From an optimization exercise on the open Yosys and OpenROAD flow, aimed at small area, a short achievable clock period and few clock cycles; shortcuts taken in it are not production practice. Function was checked by simulation only, so behaviour that the tests miss may differ from the original. Power is estimated from default activity; no workload was simulated.

File: flow/run.sh
#!/bin/bash
# synth_recipe.tcl (not shown) runs the flow's synth.tcl, then flattens the netlist and writes it again
# the make line also repeats each setting of config.mk as NAME=value (left out here)
make -C /OpenROAD-flow-scripts/flow DESIGN_CONFIG=/design/flow/config.mk WORK_HOME=/design/flow/orfs CLKGATE_MAP_FILE= SYNTH_SCRIPT=/design/flow/synth_recipe.tcl finish
File: flow/config.mk
export PLATFORM = sky130hd
export DESIGN_NAME = mrpt_mr
export DESIGN_NICKNAME = mrpt_mr
export VERILOG_FILES = /design/flow/design.v
export SDC_FILE = /design/flow/constraint.sdc
export NUM_CORES = 4
export LEC_CHECK = 0
export CAP_MARGIN = 20
export CORE_MARGIN = 2
export CORE_UTILIZATION = 40
export SLEW_MARGIN = 20
File: flow/constraint.sdc
create_clock -name core_clock -period 11.0 [get_ports {clk}]
set_input_delay 2.2000 -clock core_clock [delete_from_list [all_inputs] [get_ports {clk}]]
set_output_delay 2.2000 -clock core_clock [all_outputs]
set_load 0.01 [all_outputs]
File: flow/design.v
module mont_mul (
    input  wire [65:0] s,
    input  wire [65:0] c,
    input  wire        ci,
    input  wire [1:0]  d,
    input  wire [1:0]  pb,
    input  wire [64:0] b,
    input  wire [63:0] n,
    output wire [65:0] so,
    output wire [65:0] co,
    output wire        cio
);
    wire [1:0] u  = s[1:0] + c[1:0] + pb + {1'b0, ci};
    wire [1:0] q  = n[1] ? u : {u[1] ^ u[0], u[0]};
    wire [67:0] pp0 = d[0] ? {3'b000, b}       : 68'd0;
    wire [67:0] pp1 = d[1] ? {2'b00, b, ci}    : {67'd0, ci};
    wire [67:0] qq0 = q[0] ? {4'b0000, n}      : 68'd0;
    wire [67:0] qq1 = q[1] ? {3'b000, n, 1'b0} : 68'd0;
    wire [67:0] s0  = {2'b00, s};
    wire [67:0] c0  = {2'b00, c};
    wire [67:0] s1 = s0 ^ c0 ^ pp0;
    wire [67:0] c1 = {((s0 & c0) | (s0 & pp0) | (c0 & pp0)), 1'b0};
    wire [67:0] s2 = s1 ^ c1 ^ pp1;
    wire [67:0] c2 = {((s1 & c1) | (s1 & pp1) | (c1 & pp1)), 1'b0};
    wire [67:0] s3 = s2 ^ c2 ^ qq0;
    wire [67:0] c3 = {((s2 & c2) | (s2 & qq0) | (c2 & qq0)), 1'b0};
    wire [67:0] s4 = s3 ^ c3 ^ qq1;
    wire [67:0] c4 = {((s3 & c3) | (s3 & qq1) | (c3 & qq1)), 1'b0};
    assign so  = s4[67:2];
    assign co  = c4[67:2];
    assign cio = s4[1];
endmodule
module mrpt_mr (
    input  wire        clk,
    input  wire        rst,
    input  wire        start,
    input  wire [1:0]  wsel,
    input  wire [63:0] p,
    output reg         busy,
    output reg         done,
    output reg         res,
    output reg         err,
    output reg  [23:0] aux
);
    localparam [255:0] SIEVE_PRIME =
        256'h08028228800800a28028208820a00a08800228a20208828828208a20a08a28ac;
    localparam [63:0] CASCADE_BOUND = 64'd1795265022;
    localparam [63:0] SIEVE_LEN     = 64'd255;
    localparam [2:0] S_IDLE  = 3'd0,
                     S_CHECK = 3'd1,
                     S_TZ    = 3'd2,
                     S_MSB   = 3'd3,
                     S_CONV  = 3'd4,
                     S_NEXT  = 3'd5,
                     S_MUL   = 3'd6,
                     S_CPA   = 3'd7;
    localparam [1:0] P_LOOP = 2'd0,    
                     P_SQS  = 2'd1,    
                     P_CHK  = 2'd2;    
    localparam [1:0] B_X = 2'd0, B_A = 2'd1, B_ONE = 2'd2;
    reg [2:0]  state;
    reg [63:0] n;         
    reg [1:0]  ws;        
    reg        is64;      
    reg [5:0]  dlen;      
    reg        casc;
    reg [1:0]  ewr;       
    reg [5:0]  s;         
    reg [5:0]  msb;       
    reg [5:0]  idx;       
    reg [5:0]  jc;        
    reg [2:0]  widx;
    reg        pend;      
    reg [6:0]  cnt;       
    reg [1:0]  ph;
    reg [1:0]  bsel;
    reg [64:0] x;         
    reg [64:0] ar;        
    reg [65:0] acc_s;
    reg [65:0] acc_c;
    reg        acc_ci;
    reg [1:0]  dig;
    reg [1:0]  pb;
    function [30:0] witness(input w64, input [2:0] i);
        begin
            if (w64) begin
                case (i)
                    3'd0:    witness = 31'd2;
                    3'd1:    witness = 31'd325;
                    3'd2:    witness = 31'd9375;
                    3'd3:    witness = 31'd28178;
                    3'd4:    witness = 31'd450775;
                    3'd5:    witness = 31'd9780504;
                    default: witness = 31'd1795265022;
                endcase
            end else begin
                case (i)
                    3'd0:    witness = 31'd2;
                    3'd1:    witness = 31'd7;
                    default: witness = 31'd61;
                endcase
            end
        end
    endfunction
    wire range_err = (ws == 2'd0) ? (n[63:8]  != 56'd0) :
                     (ws == 2'd1) ? (n[63:16] != 48'd0) :
                     (ws == 2'd2) ? (n[63:32] != 32'd0) : 1'b0;
    wire do_casc   = (ws == 2'd3) && (n < CASCADE_BOUND);
    wire [1:0] ews = do_casc ? 2'd2 : ws;
    wire nbit = n[idx];
    wire [6:0] wtop = (7'd8 << ewr) - 7'd1;    
    wire last_wit = is64 ? (widx == 3'd6) : (widx == 3'd2);
    wire [65:0] xmn = {1'b0, x} - {2'b00, n};
    wire [64:0] dbl = xmn[65] ? {x[63:0], 1'b0} : {xmn[63:0], 1'b0};
    wire [64:0] bmul = (bsel == B_X) ? x :
                       (bsel == B_A) ? ar : 65'd1;
    wire [65:0] st_s, st_c;
    wire        st_ci;
    mont_mul u_step (
        .s   (acc_s),
        .c   (acc_c),
        .ci  (acc_ci),
        .d   (dig),
        .pb  (pb),
        .b   (bmul),
        .n   (n),
        .so  (st_s),
        .co  (st_c),
        .cio (st_ci)
    );
    wire [65:0] sum = acc_s + acc_c + {65'd0, acc_ci};
    wire [67:0] xpad = {3'b000, x};
    wire [1:0]  dnext = xpad[{cnt[5:0] + 6'd1, 1'b0} +: 2];
    wire a_one = (ar == 65'd1);
    wire a_nm1 = (ar == {1'b0, n[63:1], 1'b0});
    task launch(input [1:0] bs, input [1:0] phase);
        reg [64:0] bv;
        begin
            bv = (bs == B_X) ? x : (bs == B_A) ? ar : 65'd1;
            bsel   <= bs;
            ph     <= phase;
            acc_s  <= 66'd0;
            acc_c  <= 66'd0;
            acc_ci <= 1'b0;
            dig    <= x[1:0];
            pb     <= {(x[1] & bv[0]) ^ (x[0] & bv[1]), x[0] & bv[0]};
            cnt    <= 7'd0;
            state  <= S_MUL;
        end
    endtask
    task finish(input r, input e, input [23:0] ax);
        begin
            res   <= r;
            err   <= e;
            aux   <= ax;
            done  <= 1'b1;
            busy  <= 1'b0;
            state <= S_IDLE;
        end
    endtask
    always @(posedge clk) begin
        if (rst) begin
            state <= S_IDLE;
            busy  <= 1'b0;
            done  <= 1'b0;
        end else begin
            case (state)
                S_IDLE: begin
                    n  <= p;
                    ws <= wsel;
                    if (start) begin
                        busy  <= 1'b1;
                        done  <= 1'b0;
                        state <= S_CHECK;
                    end
                end
                S_CHECK: begin
                    casc <= do_casc;
                    is64 <= (ews == 2'd3);
                    dlen <= 6'd4 << ews;                  
                    ewr  <= ews;
                    idx  <= 6'd1;
                    widx <= 3'd0;
                    if (range_err) begin
                        finish(1'b0, 1'b1, 24'd0);
                    end else if (n == 64'd1 || n[0] == 1'b0) begin
                        finish(n == 64'd2, 1'b0, 24'h0000F0);
                    end else if (n < SIEVE_LEN) begin
                        finish(SIEVE_PRIME[n[7:0]], 1'b0,
                               {16'h0000, 4'hF, 1'b0, do_casc, 2'd1});
                    end else begin
                        state <= S_TZ;
                    end
                end
                S_TZ: begin
                    if (nbit) begin
                        s     <= idx;
                        idx   <= wtop[5:0];
                        state <= S_MSB;
                    end else begin
                        idx <= idx + 6'd1;
                    end
                end
                S_MSB: begin
                    if (nbit) begin
                        msb   <= idx;
                        x     <= {34'd0, witness(is64, widx)};
                        cnt   <= {dlen, 1'b0} + 7'd2;
                        state <= S_CONV;
                    end else begin
                        idx <= idx - 6'd1;
                    end
                end
                S_CONV: begin
                    x   <= dbl;
                    ar  <= dbl;
                    cnt <= cnt - 7'd1;
                    if (cnt == 7'd1) begin
                        idx   <= msb;
                        pend  <= 1'b0;
                        ph    <= P_LOOP;
                        state <= S_NEXT;
                    end
                end
                S_NEXT: begin
                    case (ph)
                        P_LOOP: begin
                            if (pend) begin
                                pend <= 1'b0;
                                if (widx == 3'd0)
                                    x <= dbl;             
                                else
                                    launch(B_A, P_LOOP);
                            end else if (idx == s) begin
                                jc <= 6'd0;
                                launch(B_ONE, P_CHK);
                            end else begin
                                idx  <= idx - 6'd1;
                                pend <= n[idx - 6'd1];
                                launch(B_X, P_LOOP);
                            end
                        end
                        P_SQS: begin
                            launch(B_ONE, P_CHK);
                        end
                        default: begin
                            if (a_nm1 || (jc == 6'd0 && a_one)) begin
                                if (last_wit) begin
                                    finish(1'b1, 1'b0, {2'b00, s, 8'h00, 4'hF, 1'b0, casc, 2'd2});
                                end else begin
                                    widx  <= widx + 3'd1;
                                    x     <= {34'd0, witness(is64, widx + 3'd1)};
                                    cnt   <= {dlen, 1'b0} + 7'd2;
                                    state <= S_CONV;
                                end
                            end else if (a_one || jc + 6'd1 >= s) begin
                                finish(1'b0, 1'b0, {2'b00, s, 8'h00, 1'b0, widx, 1'b0, casc, 2'd2});
                            end else begin
                                jc <= jc + 6'd1;
                                launch(B_X, P_SQS);
                            end
                        end
                    endcase
                end
                S_MUL: begin
                    acc_s  <= st_s;
                    acc_c  <= st_c;
                    acc_ci <= st_ci;
                    dig    <= dnext;
                    pb     <= {(dnext[1] & bmul[0]) ^ (dnext[0] & bmul[1]), dnext[0] & bmul[0]};
                    cnt    <= cnt + 7'd1;
                    if (cnt[5:0] == dlen)
                        state <= S_CPA;
                end
                S_CPA: begin
                    if (ph == P_CHK)
                        ar <= sum[64:0];
                    else
                        x  <= sum[64:0];
                    state <= S_NEXT;
                end
                default: state <= S_IDLE;
            endcase
        end
    end
endmodule
==> run summary <==
Worst Clk Skew: 0.0489 ns
# hold bufs at CTS: 0
Setup crit start kind: register
Status: no timing/DRC/antenna violations
Clock root cell: clkbuf_16
Layout fillers: 8665
Min-Delay Startpoint: busy
DRT Pass-1 Iters: 6
Nets: 4211
Hold EP: busy
R2R Setup Slk: 5.73 ns
RSZ-0062 raised after global routing: no
Crit path cell chain: clkinv_1 -> ha_1 -> nor2b_1 -> o31ai_1 -> a211o_1 -> a21bo_1 -> a21oi_1 -> o21ai_1 -> a21oi_4 -> buf_4 -> mux2i_1 -> a21oi_1 -> o41a_1
Maximum vdd drop: 0.000130 V
Die width: 306 um
Slew HR: 22.4%
Post-Route WL: 123 mm
WP buf/inv: 2
Fmax: 190 MHz
Area added between synthesis and finish: 9.94%
Synth top area share: 32.5%
Gr busiest metal: met2
Vias/cell: 5.92
Top_reg_cell synth: edfxtp_1
Worst-skew pair later-pin latency: 0.68 ns
Seq cells post-synth: 400
Fraction of the yosys area taken by sequential cells: 32.8%
IO Count: 97
Met1 Use GR: 35.7%
Slowest stage cell on the critical path: edfxtp_1
Crit path kind: register to register
Worst reg2reg path endpoint: x[27]
Overflow after GRT: 0
Pwr/cell area: 111 nW/um^2
Post-synth EDFFs: 395
Wire per inst: 24.8 um
Clock Pin Slew Worst Setup and Hold Paths: 0.06 ns
Met3 usage: 4.28%
Max cap viols: 0
Initial antenna violation count: 2
GR Util met2: 42.4%
Drc violations: 0
Setup violators final: 0
Pwr Total: 4450 uW
# port buffers: 85
Syn avg cell area: 9.76 sq um
Final period utilization: 47.9%
YS warnings: 1
WP data arrival: 5.69 ns
Clock sink count: 400
Cell mode on critical path: a21oi_1
Worst R2R Start: n[1]
Die height: 306 um
CTS Buf Count: 52
Measured slew at the worst slew-check pin: 1.16 ns
Fin. Hold Viols: 0
Final GP Congestion: 0.997
Count of pins over their slew limit: 0
CP endpoint kind: register
Leak: 0.0164 uW
Core ar.: 90100 sq um
Clock buffer depth: 3
CP max FO: 43
Largest net degree at the start of global routing: 91
Vias in the first global route: 29186
WP data required: 11.42 ns
Cts repair resizes: 0
Total Die Area: 93600 sq um
Main area contributors after synthesis: edfxtp_1 (33%), fa_1 (14%), ha_1 (5.4%)
Initial Utilization: 40.4%
CTS tree: done
ANT cells: 0
Cells on worst reg2reg path: 13
Share of cells above drive strength 1: 7.03%
Via count: 29283
Worst path top cell family by delay: compound AO/OA/AOI/OAI gates
Slowest stage delay, CP: 0.78 ns
First-pass GRT wire length: 188 mm
Detailed Place HPWL: 94.1 mm
Antenna Nets Post-Route: 0
Post-layout minimum cycle time: 5.27 ns
TNS Setup: 0 ns
Mapped cell area: 36400 sq um
Initial DRC count: 2934
Largest area contributor in the netlist: edfxtp_1
Worst hold path class: register to register
Post-CTS setup buffer count: 0
Post-synth ARST share: 0%
Synthesized netlist cell count: 3733
GRT Resource Usage Total: 26.4%
Row count: 110
Hold Crit Depth: 2
H-tree levels: 2
Yosys cell types: 93
cells by family after synthesis:
kind of cell	Yosys count	synth area share, %
AND/OR/NAND/NOR	1169	15.8
AO/OA/AOI/OAI	774	13.4
buffers and inverters	595	6.37
adder cells (fa/ha/maj)	418	19.7
flip-flops	400	32.8
XOR/XNOR	194	4.66
multiplexers	182	7.15
other	1	0.0103
synthesized netlist by cell type, drive strengths merged, types with 16 or more instances:
cell / number
edfxtp: 395
nand3: 62
o21ai: 205
xor2: 79
fa: 262
mux2i: 85
o31ai: 18
xnor2: 115
buf: 37
nor3: 49
clkbuf: 163
mux2: 38
ha: 156
a211oi: 19
nor2b: 63
nand4: 52
a21o: 76
and2: 83
and3: 151
a221oi: 16
o22ai: 37
o21bai: 26
inv: 391
a31oi: 21
nand2: 356
nor2: 230
nand2b: 40
mux4: 59
o211ai: 30
o21a: 18
nor4: 40
a21oi: 217
worst register-to-register path, delay by kind of cell, from the launching register on:
family,cells,cell delay (ns)
compound gates,8,2.16
simple gates,1,0.16
flops,1,0.78
fa+ha+maj,1,0.43
mux,1,0.48
buf+inv,2,1.00
worst max path at each step:
stage | slack [ns] | cells past startpoint | to | start
after floorplan | 1.15 | 3 | acc_c[0] | rst
after global placement | 5.70 | 5 | acc_s[29] | rst
after detailed placement | 5.68 | 5 | acc_s[29] | rst
after CTS | 5.77 | 13 | x[27] | n[1]
after global routing | 5.53 | 14 | x[30] | n[1]
final | 5.73 | 13 | x[27] | n[1]
area by class of cell:
class                           count  area (sq um)  share of cell area (%)
Sequential cell                   400         12000                    29.9
Inverter                          395          1480                    3.70
Clock buffer                       59          1330                    3.31
Clock inverter                     38           335                   0.837
Timing Repair Buffer              127          1170                    2.92
Multi-Input combinational cell   2748         22300                    55.7
Tap cell                         1176          1470                    3.67
power breakdown:
| part | internal [uW] | switching (uW) |
|---|---|---|
| Combinational | 341 | 530 |
| Clock | 966 | 759 |
| Sequential | 1740 | 117 |
| Total | 3050 | 1410 |
through the flow:
stage	worst slack (ns)	instance area, sq um	utilization, %	cells	hold slack, ns
2_1_floorplan	1.15	36500	-	3743	0.443
3_3_place_gp	5.70	38400	42.6	4846	0.498
3_5_place_dp	5.68	38400	42.6	4846	0.511
4_1_cts	5.77	40100	44.4	4943	0.521
5_1_grt	5.53	40100	44.4	4943	0.548
6_report	5.73	40100	44.4	4943	0.502
flip-flops by register name, indices dropped and copies added, names as in the netlist, 2 cells and up:
signal / cells
acc_c: 66
acc_s: 66
ar: 65
aux: 13
bsel: 2
cnt: 7
dig: 2
dlen: 4
ewr: 2
idx: 6
jc: 6
msb: 6
n: 64
pb: 2
ph: 2
s: 6
state: 3
widx: 3
ws: 2
x: 65
routing by layer:
metal | vias to the layer above | part of all wire (%)
li1 | 13128 | -
met4 | 2 | 4.1
met2 | 1239 | 46
met1 | 14658 | 42
met5 | - | 0.052
met3 | 256 | 7.8
placed cells by master (no fill, tap or decap), types with 39 or more instances in the layout:
cell type        netlist  layout
ha_1                 156     154
and3_1               151     150
inv_1                391     391
clkbuf_16              0      52
xnor2_1              115     114
a21oi_1              215     212
nor4_1                40      39
nor3_1                49      48
nor2_1               229     229
o21ai_0              182     182
nand2b_1              40      40
buf_4                 15      41
nand4_1               52      52
fa_1                 262     262
clkdlybuf4s50_1        0      85
xor2_1                79      78
nand3_1               62      61
mux2i_1               85      85
nand2_1              356     355
and2_1                83      83
edfxtp_1             395     395
nor2b_1               63      61
mux4_2                59      59
a21o_1                76      76
Testbench counts, summed over its fixed seeds: cycles 1,721,005.

## static timing again, ports no longer ideal
No port has a modelled driver above. Below, the same layout with a new extraction and two added sets of constraints.
Step 1, drivers: a clkbuf_16 drives clk and a buf_2 each remaining input, both assumed.
Step 2 adds t to the input delays and takes it off the output delays; t is the mean of the earliest and latest rising clock arrival at the registers after step 1. Input paths then give back, and output paths get back, about the clock's delay inside the block.
Slacks: ideal / step 1 / step 2; pairs: ideal / step 1.
shift t [ns]: 0.726
setup WS [ns]: 5.728 / 5.728 / 5.612
worst setup path after step 2: input to register
cell pins on the clock port's net: 1
After both steps this run still meets setup and hold. The setup slack of this run moves by 0.000 ns with the drivers and by -0.116 ns with both steps.
